This design comes from an exercise in tuning for a short achievable clock period and few clock cycles per item on the open sky130 flow, not from production work.
At most, simulation tests tie the RTL to the original design; equivalence was not proved.
The clock input has no modelled driver; a real chip could not lean on it and would need a root buffer or a full tree.
Power and IR drop assume default switching activity.

v6:
Design gfe, start of the top module:
module gfe (
    input  wire        clk,
    input  wire        rst,           
    input  wire        cfg_mode,      
    input  wire [3:0]  cfg_base_col,  
    input  wire        in_valid,
    output wire        in_ready,
    input  wire [7:0]  in_data,
    output wire        out_valid,
    input  wire        out_ready,
    output wire [7:0]  out_data,
    input  wire        stat_rd,
    input  wire [7:0]  stat_addr,
    output reg         stat_rvalid,
    output reg  [31:0] stat_rdata
);
==> flow/config.mk <==
export PLATFORM = sky130hd
export DESIGN_NAME = gfe
export DESIGN_NICKNAME = gfe
export VERILOG_FILES = /design/flow/design.v
export SDC_FILE = /design/flow/constraint.sdc
export NUM_CORES = 4
export LEC_CHECK = 0
export CAP_MARGIN = 20
export CORE_MARGIN = 2
export CORE_UTILIZATION = 55
export PLACE_DENSITY = 0.75
export SETUP_SLACK_MARGIN = 3.5
export SLEW_MARGIN = 20
export SYNTH_HIERARCHICAL = 1
==> flow/constraint.sdc <==
create_clock -name core_clock -period 5.5 [get_ports {clk}]
set_input_delay 1.1000 -clock core_clock [delete_from_list [all_inputs] [get_ports {clk}]]
set_output_delay 1.1000 -clock core_clock [all_outputs]
set_load 0.01 [all_outputs]
standard.sh (not shown) runs the stock make flow with config.mk's settings and CLKGATE_MAP_FILE= SYNTH_SCRIPT=/design/flow/synth_recipe.tcl, a recipe that flattens the netlist after the stock synthesis.
==> flow/flow/run.sh <==
#!/bin/bash
# The standard layout (the standard.sh: ORFS from synthesis to the final
# layout), except that the clock tree is built by flow/cts_tree.tcl: four
# root buffers fed by the clock port, each driving leaf buffers that each
# drive a group of nearby flip-flops (two buffer levels on every clock path).
# The make output goes to flow_make.log here; ORFS keeps each step's log
# under orfs/logs/.
set -euo pipefail
export PRE_CTS_TCL="$PWD/flow/cts_tree.tcl"
export TREE_PER_LEAF=32
bash standard.sh > flow_make.log 2>&1
Other scripts of this flow, unchanged in this note and not shown: flow/flow/cts_tree.tcl
Testbench counts of v6, summed over its fixed seeds: cycles 88,757, frames 384.
Changes in v7 relative to v6:
--- a/flow/design.v
+++ b/flow/design.v
@@ -64,15 +64,14 @@
     reg         rst_q;          
     wire [31:0] frames = {frames_hi, frames_lo};
     reg         f_q;            
     reg  [7:0]  b_q;            
     reg         b18, b19, b1a, b1b, b1c, b28, b29;    
     reg         b00, b01, b02;  
     reg         bkle, bfill;    
-    reg  [5:0]  bsub;           
     reg         p_tag, p_len, p_data;    
     reg         l_q;            
     reg  [7:0]  k_cnt;          
     reg         kc1;            
     reg         keep_r;         
     reg         fill_r;         
     reg  [7:0]  len_r;          
@@ -153,15 +152,15 @@
         end
         if (s_accum) begin
             if (fill_now) begin
                 nt[0] = 8'd0;
                 for (n = 0; n < 8; n = n + 1) nt[n + 1] = tnext[8*n +: 8];
                 nm = 17'h001ff;
             end else begin
-                nt[0] = {2'b00, p_len ? bsub : need_after};
+                nt[0] = {2'b00, p_len ? need - b_q[5:0] : need_after};
                 nm    = 17'h00001;
             end
         end
         if (s_render) begin
             if (step_last) begin
                 nt[0] = mode ? ACK_CHAR : 8'd40;
                 nm    = 17'h00001;
@@ -203,15 +202,14 @@
         for (g = 0; g < 17; g = g + 1) begin : g_sx
             assign sx[g] = load_q ? nt_q[g] : sb[g];
         end
     endgenerate
     wire in_fire, ov_d, rdy_d, load_d;
     wire i18, i19, i1a, i1b, i1c, i28, i29, i00, i01, i02;
     wire kle, keq;
-    wire [5:0] ksub;
     gfe_hs u_hs (
         .in_valid (in_valid),
         .in_data  (in_data),
         .out_ready(out_ready),
         .rdy      (rdy),
         .ov       (ov),
         .more     (svx[0]),
@@ -241,16 +239,15 @@
         .i01      (i01),
         .i02      (i02)
     );
     gfe_cmp u_cmp (
         .in_data  (in_data),
         .need     (need),
         .kle      (kle),
-        .keq      (keq),
-        .ksub     (ksub)
+        .keq      (keq)
     );
     reg        rd_q;
     reg  [7:0] addr_q;
     reg        rd_qq;
     reg  [1:0] sel_qq;      
     wire [31:0] status_word = {9'd0, dstep, step, 2'b00, offset, cause, fault, state};
     wire [31:0] config_word = {24'd0, base_col, 3'b000, mode};
@@ -312,22 +309,21 @@
                 b_q    <= in_data;
                 {b18, b19, b1a, b1b, b1c, b28, b29, b00, b01, b02, bkle, bfill} <=
                     {i18, i19, i1a, i1b, i1c, i28, i29, i00, i01, i02, kle, keq};
                 l_q    <= last_now;
                 k_cnt  <= cnt_now - 8'd1;
                 kc1    <= p_len ? b02 : (k_cnt == 8'd2);
             end
-            if (in_fire) bsub <= ksub;
             if (ov) begin
                 if (out_ready) oa <= sx[0];
             end else begin
                 oa <= (s_render && in_data[0]) ? T_DISP_CLEAR : ok_tag;
             end
             ov <= ov_d;
-            if (ov && out_ready) begin
+            if (out_ready) begin
                 for (i = 0; i < 16; i = i + 1) begin
                     sb[i] <= sx[i + 1];
                     sv[i] <= svx[i + 1];
                 end
                 sv[16] <= 1'b0;
             end else begin
                 for (i = 0; i < 17; i = i + 1)
@@ -500,14 +496,12 @@
     assign i01 = (in_data == 8'h01);
     assign i02 = (in_data == 8'h02);
 endmodule
 module gfe_cmp (
     input  wire [7:0]  in_data,
     input  wire [5:0]  need,
     output wire        kle,         
-    output wire        keq,         
-    output wire [5:0]  ksub         
+    output wire        keq          
 );
     assign kle  = (in_data <= {2'b00, need});
     assign keq  = (in_data == {2'b00, need});
-    assign ksub = need - in_data[5:0];
 endmodule
==> notes.md <==
Summary — number of instances resized during post-cts repair, v7 relative to v6: lower, by 47. Flip-flop and latch count (v7 vs. v6) decreases slightly. v6 was larger in final cell area than v7. Looking at fraction of area in multi-input gates, v7 sits 0.82 points above v6. Against v6, v7 comes in 1 lower on buffering stage count on the worst path with inverters included. Taking v6 as the reference point, the core utilization of the finished layout of v7 falls by 0.43 points.
Testbench counts of v7, summed over its fixed seeds: cycles 88,757, frames 384.
No run of this note takes its clock network from TritonCTS; it comes from the design's own scripts or RTL.

---

gfe with an RTL version that a note above also has.
Size in the first run: ~2,500 cells after synthesis, about 69 I/O pins.
// gfe
module gfe (
    input  wire        clk,
    input  wire        rst,           
    input  wire        cfg_mode,      
    input  wire [3:0]  cfg_base_col,  
    input  wire        in_valid,
    output wire        in_ready,
    input  wire [7:0]  in_data,
    output wire        out_valid,
    input  wire        out_ready,
    output wire [7:0]  out_data,
    input  wire        stat_rd,
    input  wire [7:0]  stat_addr,
    output reg         stat_rvalid,
    output reg  [31:0] stat_rdata
);
clock: 5.5 ns
lec_check: 0
cap_margin: 20
core_margin: 2
core_utilization: 40
place_density: 0.6
setup_slack_margin: 3.5
slew_margin: 20
synth_hierarchical: 1
Scripts as last shown in full above: flow/flow/run.sh
Other scripts of this flow, unchanged in this note and not shown: flow/flow/cts_tree.tcl
Testbench counts at the start, summed over its fixed seeds: cycles 88,757, frames 384.
Edit:
--- a/flow/design.v
+++ b/flow/design.v
@@ -63,16 +63,17 @@
     reg  [3:0]  bcol [0:3];     
     reg         rst_q;          
     wire [31:0] frames = {frames_hi, frames_lo};
     reg         f_q;            
     reg  [7:0]  b_q;            
     reg         b18, b19, b1a, b1b, b1c, b28, b29;    
     reg         b00, b01, b02;  
     reg         bkle, bfill;    
+    reg  [5:0]  bsub;           
     reg         p_tag, p_len, p_data;    
     reg         l_q;            
     reg  [7:0]  k_cnt;          
     reg         kc1;            
     reg         keep_r;         
     reg         fill_r;         
     reg  [7:0]  len_r;          
     wire nx_len  = p_tag && b19;
@@ -151,17 +152,17 @@
             nm    = 17'h00001;
         end
         if (s_accum) begin
             if (fill_now) begin
                 nt[0] = 8'd0;
                 for (n = 0; n < 8; n = n + 1) nt[n + 1] = tnext[8*n +: 8];
                 nm = 17'h001ff;
             end else begin
-                nt[0] = {2'b00, p_len ? need - b_q[5:0] : need_after};
+                nt[0] = {2'b00, p_len ? bsub : need_after};
                 nm    = 17'h00001;
             end
         end
         if (s_render) begin
             if (step_last) begin
                 nt[0] = mode ? ACK_CHAR : 8'd40;
                 nm    = 17'h00001;
             end else if (step_lt7) begin
@@ -201,16 +202,17 @@
     generate
         for (g = 0; g < 17; g = g + 1) begin : g_sx
             assign sx[g] = load_q ? nt_q[g] : sb[g];
         end
     endgenerate
     wire in_fire, ov_d, rdy_d, load_d;
     wire i18, i19, i1a, i1b, i1c, i28, i29, i00, i01, i02;
     wire kle, keq;
+    wire [5:0] ksub;
     gfe_hs u_hs (
         .in_valid (in_valid),
         .in_data  (in_data),
         .out_ready(out_ready),
         .rdy      (rdy),
         .ov       (ov),
         .more     (svx[0]),
         .t_listen (nx_tag && s_listen),
@@ -238,17 +240,18 @@
         .i00      (i00),
         .i01      (i01),
         .i02      (i02)
     );
     gfe_cmp u_cmp (
         .in_data  (in_data),
         .need     (need),
         .kle      (kle),
-        .keq      (keq)
+        .keq      (keq),
+        .ksub     (ksub)
     );
     reg        rd_q;
     reg  [7:0] addr_q;
     reg        rd_qq;
     reg  [1:0] sel_qq;      
     wire [31:0] status_word = {9'd0, dstep, step, 2'b00, offset, cause, fault, state};
     wire [31:0] config_word = {24'd0, base_col, 3'b000, mode};
     always @(posedge clk) begin
@@ -308,23 +311,24 @@
                 p_data <= nx_data;
                 b_q    <= in_data;
                 {b18, b19, b1a, b1b, b1c, b28, b29, b00, b01, b02, bkle, bfill} <=
                     {i18, i19, i1a, i1b, i1c, i28, i29, i00, i01, i02, kle, keq};
                 l_q    <= last_now;
                 k_cnt  <= cnt_now - 8'd1;
                 kc1    <= p_len ? b02 : (k_cnt == 8'd2);
             end
+            if (in_fire) bsub <= ksub;
             if (ov) begin
                 if (out_ready) oa <= sx[0];
             end else begin
                 oa <= (s_render && in_data[0]) ? T_DISP_CLEAR : ok_tag;
             end
             ov <= ov_d;
-            if (out_ready) begin
+            if (ov && out_ready) begin
                 for (i = 0; i < 16; i = i + 1) begin
                     sb[i] <= sx[i + 1];
                     sv[i] <= svx[i + 1];
                 end
                 sv[16] <= 1'b0;
             end else begin
                 for (i = 0; i < 17; i = i + 1)
                     sb[i] <= sx[i];
@@ -495,13 +499,15 @@
     assign i00 = (in_data == 8'h00);
     assign i01 = (in_data == 8'h01);
     assign i02 = (in_data == 8'h02);
 endmodule
 module gfe_cmp (
     input  wire [7:0]  in_data,
     input  wire [5:0]  need,
     output wire        kle,         
-    output wire        keq          
+    output wire        keq,         
+    output wire [5:0]  ksub         
 );
     assign kle  = (in_data <= {2'b00, need});
     assign keq  = (in_data == {2'b00, need});
+    assign ksub = need - in_data[5:0];
 endmodule
Outcome: Global-route usage went up by 0.37 points; sequential share of layout area came out lower by 0.33 points; die area hardly moves; routed wire length went up by a few percent; setup slack gets worse by 0.080 ns; final cell count climbs by a few percent; via count came out higher by a few percent; critical path depth went up by 5; maximum frequency goes down by a few percent; cell area rose slightly; sequential cell count rose by 6; synthesized area is about the same; power came out higher by a few percent.
Testbench counts after the change, summed over its fixed seeds: cycles 88,757, frames 384.
In every run of this note, the design's own scripts or RTL, not TritonCTS, make the clock network.

---

## v30
gfe, a different RTL version from the one above (not shown whole).
Size in the first run: ~69 I/O pins, ~33000 sq um of cells after synthesis.
export LEC_CHECK = 0
export CAP_MARGIN = 20
export CORE_MARGIN = 2
export CORE_UTILIZATION = 40
export PLACE_DENSITY = 0.6
export SETUP_SLACK_MARGIN = 3.5
export SLEW_MARGIN = 20
export SYNTH_HIERARCHICAL = 1
create_clock -name core_clock -period 5.5 [get_ports {clk}]
Scripts as last shown in full above: flow/flow/run.sh
Other scripts of this flow, unchanged in this note and not shown: flow/flow/cts_tree.tcl
Input changes introduced in v33 (baseline for comparison: v30):
diff --git a/flow/design.v b/flow/design.v
--- a/flow/design.v
+++ b/flow/design.v
@@ -77,19 +77,18 @@
     reg  [7:0]  len_r;          
     wire nx_len  = p_tag && b19;
     wire nx_data = (p_len && !b00) || (p_data && !l_q);
     wire nx_tag  = !nx_len && !nx_data;
     wire [7:0] cnt_now  = p_len ? b_q : k_cnt;       
     wire       last_now = p_len ? b01 : kc1;
     wire [7:0] len_now  = p_len ? b_q : len_r;
     wire       keep_now = p_len ? (s_accum && !b00 && bkle) : keep_r;
     wire       fill_now = p_len ? bfill : fill_r;    
-    reg  [5:0]  need_after;     
     reg  [7:0]  oa;             
     reg         ov;             
     reg  [7:0]  sb [0:16];      
     reg  [16:0] sv;             
     reg         load_q;         
     reg         rdy;            
     reg         r_listen, r_render, r_diag_go, r_ack;    
     reg         r_tag, r_len;   
     reg         r_end;          
@@ -154,19 +153,19 @@
             nt[0] = 8'd40;
             nm    = 17'h00001;
         end
         if (s_accum) begin
             if (fill_now) begin
                 nt[0] = 8'd0;
                 for (n = 0; n < 8; n = n + 1) nt[n + 1] = tnext[8*n +: 8];
                 nm = 17'h001ff;
             end else begin
-                nt[0] = {2'b00, p_len ? need - b_q[5:0] : need_after};
+                nt[0] = {2'b00, need - len_now[5:0]};
                 nm    = 17'h00001;
             end
         end
         if (s_render) begin
             if (step_last) begin
                 nt[0] = mode ? ACK_CHAR : 8'd40;
                 nm    = 17'h00001;
             end else if (step_lt7) begin
                 nt[0] = {3'b000, nstep};
@@ -281,19 +280,18 @@
     always @(posedge clk) begin
         rst_q <= rst;
         if (rst) begin
             mode     <= cfg_mode;
             base_col <= cfg_base_col;
         end
         len_r  <= len_now;
         keep_r <= keep_now;
         fill_r <= fill_now;
-        need_after <= need - len_now[5:0];
         if (in_fire) begin
             b_q <= in_data;
             {b18, b19, b1a, b1b, b1c, b28, b29, b00, b01, b02, bkle, bfill} <=
                 {i18, i19, i1a, i1b, i1c, i28, i29, i00, i01, i02, kle, keq};
         end
         if (rst) begin
             oa     <= T_NET_ACCEPT;
             ov     <= 1'b1;
             sv     <= 17'd0;
- Summary of v33 over v30: leakage component of the power level, final routed wire length divided by cell count moved down, layout overhead on the synthesized area moved down, multiplexer share of the synthesized area level, final non-filler cell total level.
- Compared with v30, in v33 total standard cell area after synthesis has remained practically unchanged; relative contribution of the clock network to total power did not really move; sequential share of layout area flat; final count of negative-setup-slack endpoints saw little to no change.
- The worst hold slack in v33 sits 0.013 ns below the value recorded for v30.
No functional check of the RTL was part of any run of this note. No run of this note takes its clock network from TritonCTS; it comes from the design's own scripts or RTL.

---

RTL: one of the versions met above, not the one the previous note started from.
Size in the first run: about 2400 cells after synthesis, ~0.033 sq mm of cells after synthesis.
## gfe
module gfe (
    input  wire        clk,
    input  wire        rst,           
    input  wire        cfg_mode,      
    input  wire [3:0]  cfg_base_col,  
    input  wire        in_valid,
    output wire        in_ready,
    input  wire [7:0]  in_data,
    output wire        out_valid,
    input  wire        out_ready,
    output wire [7:0]  out_data,
    input  wire        stat_rd,
    input  wire [7:0]  stat_addr,
    output reg         stat_rvalid,
    output reg  [31:0] stat_rdata
);
export LEC_CHECK = 0
export CAP_MARGIN = 20
export CORE_MARGIN = 2
export CORE_UTILIZATION = 40
export PLACE_DENSITY = 0.6
export SETUP_SLACK_MARGIN = 4.0
export SLEW_MARGIN = 20
export SYNTH_HIERARCHICAL = 1
create_clock -name core_clock -period 5.5 [get_ports {clk}]
==> flow/flow/run.sh <==
#!/bin/bash
# The standard layout (the standard.sh: ORFS from synthesis to the final
# layout), except that the clock tree is built by flow/cts_tree.tcl: four
# clkinv_16 fed by the clock port, each driving clkinv_8 that each drive a
# group of nearby flip-flops (two inverting stages on every clock path, so
# the flip-flops see the clock's own polarity).
# The make output goes to flow_make.log here; ORFS keeps each step's log
# under orfs/logs/.
set -euo pipefail
export PRE_CTS_TCL="$PWD/flow/cts_tree.tcl"
export TREE_PER_LEAF=24
export TREE_ROOT_CELL=sky130_fd_sc_hd__clkinv_16
export TREE_LEAF_CELL=sky130_fd_sc_hd__clkinv_8
bash standard.sh > flow_make.log 2>&1
Other scripts of this flow, unchanged in this note and not shown: flow/flow/cts_tree.tcl
Change:
--- a/flow/design.v
+++ b/flow/design.v
@@ -75,22 +75,23 @@
     reg         keep_r;         
     reg         fill_r;         
     reg  [7:0]  len_r;          
     wire nx_len  = p_tag && b19;
     wire nx_data = (p_len && !b00) || (p_data && !l_q);
     wire nx_tag  = !nx_len && !nx_data;
     wire [7:0] cnt_now  = p_len ? b_q : k_cnt;       
     wire       last_now = p_len ? b01 : kc1;
     wire [7:0] len_now  = p_len ? b_q : len_r;
     wire       keep_now = p_len ? (s_accum && !b00 && bkle) : keep_r;
     wire       fill_now = p_len ? bfill : fill_r;    
+    reg  [5:0]  need_after;     
     reg  [7:0]  oa;             
     reg         ov;             
     reg  [7:0]  sb [0:16];      
     reg  [16:0] sv;             
     reg         load_q;         
     reg         rdy;            
     reg         r_listen, r_render, r_diag_go, r_ack;    
     reg         r_tag, r_len;   
     reg         r_end;          
     reg         r_go;           
     reg  [39:0] wr_sel;         
@@ -151,23 +152,23 @@
         nm = 17'd0;
         if (s_listen || s_ack) begin
             nt[0] = 8'd40;
             nm    = 17'h00001;
         end
         if (s_accum) begin
             if (fill_now) begin
                 nt[0] = 8'd0;
                 for (n = 0; n < 8; n = n + 1) nt[n + 1] = tnext[8*n +: 8];
                 nm = 17'h001ff;
             end else begin
-                nt[0] = {2'b00, need - len_now[5:0]};
+                nt[0] = {2'b00, p_len ? need - b_q[5:0] : need_after};
                 nm    = 17'h00001;
             end
         end
         if (s_render) begin
             if (step_last) begin
                 nt[0] = mode ? ACK_CHAR : 8'd40;
                 nm    = 17'h00001;
             end else if (step_lt7) begin
                 nt[0] = {3'b000, nstep};
                 for (n = 0; n < 8; n = n + 1) nt[n + 1] = tnext[8*n +: 8];
                 nm = 17'h001ff;
@@ -278,22 +279,23 @@
         endcase
     end
     always @(posedge clk) begin
         rst_q <= rst;
         if (rst) begin
             mode     <= cfg_mode;
             base_col <= cfg_base_col;
         end
         len_r  <= len_now;
         keep_r <= keep_now;
         fill_r <= fill_now;
+        need_after <= need - len_now[5:0];
         if (in_fire) begin
             b_q <= in_data;
             {b18, b19, b1a, b1b, b1c, b28, b29, b00, b01, b02, bkle, bfill} <=
                 {i18, i19, i1a, i1b, i1c, i28, i29, i00, i01, i02, kle, keq};
         end
         if (rst) begin
             oa     <= T_NET_ACCEPT;
             ov     <= 1'b1;
             sv     <= 17'd0;
             load_q <= 1'b0;
             rdy    <= 1'b0;
Effect:
- The new run ran to the end with no violations
- area after synthesis hardly moves
- critical path depth went up by 5
- die area is about the same
- core utilization went up by 0.60 points
- total power climbs by 1.1%
Function was not checked in any run of this note: the RTL went through the layout flow alone. No run of this note takes its clock network from TritonCTS; it comes from the design's own scripts or RTL.

-- what the ideal ports hide --
In the flow no input, the clock included, has a driving cell. The finished layouts below were timed again as built, in two steps.
Step 1 sets driving cells, clkbuf_16 on the clock port and buf_2 on the other inputs (assumed; they add their load-dependent delay and slew).
Step 2 times the ports against the registers' clock, not the clock port: input delays grow and output delays shrink by t, the midpoint of the rising clock arrivals with the driver on.
a / b / c = ideal ports / drivers / drivers and shift; a / b = the first two.
| run | shift t [ns] | setup slack, ns | latest minus earliest clock arrival (ns) |
|---|---|---|---|
| v6 | 0.515 | 3.469 / 3.357 / 3.014 | 0.028 / 0.028 |
| v7 | 0.515 | 3.492 / 3.364 / 3.061 | 0.025 / 0.024 |
| the first run of note 2 | 0.528 | 3.522 / 3.389 / 3.055 | 0.026 / 0.027 |
| the second run of note 2 | 0.534 | 3.442 / 3.363 / 2.997 | 0.025 / 0.025 |
| v30 | 0.530 | 3.443 / 3.345 / 3.037 | 0.023 / 0.023 |
| v33 | 0.526 | 3.422 / 3.382 / 3.058 | 0.030 / 0.030 |
| the first run of note 4 | 0.528 | 3.436 / 3.279 / 2.751 | 0.024 / 0.027 |
| the second run of note 4 | 0.537 | 3.453 / 3.281 / 2.864 | 0.033 / 0.034 |
After both steps every run listed still meets setup and hold. For the first run of note 4, which loses most, drivers alone change the setup slack by -0.157 ns; drivers and shift together by -0.685 ns.
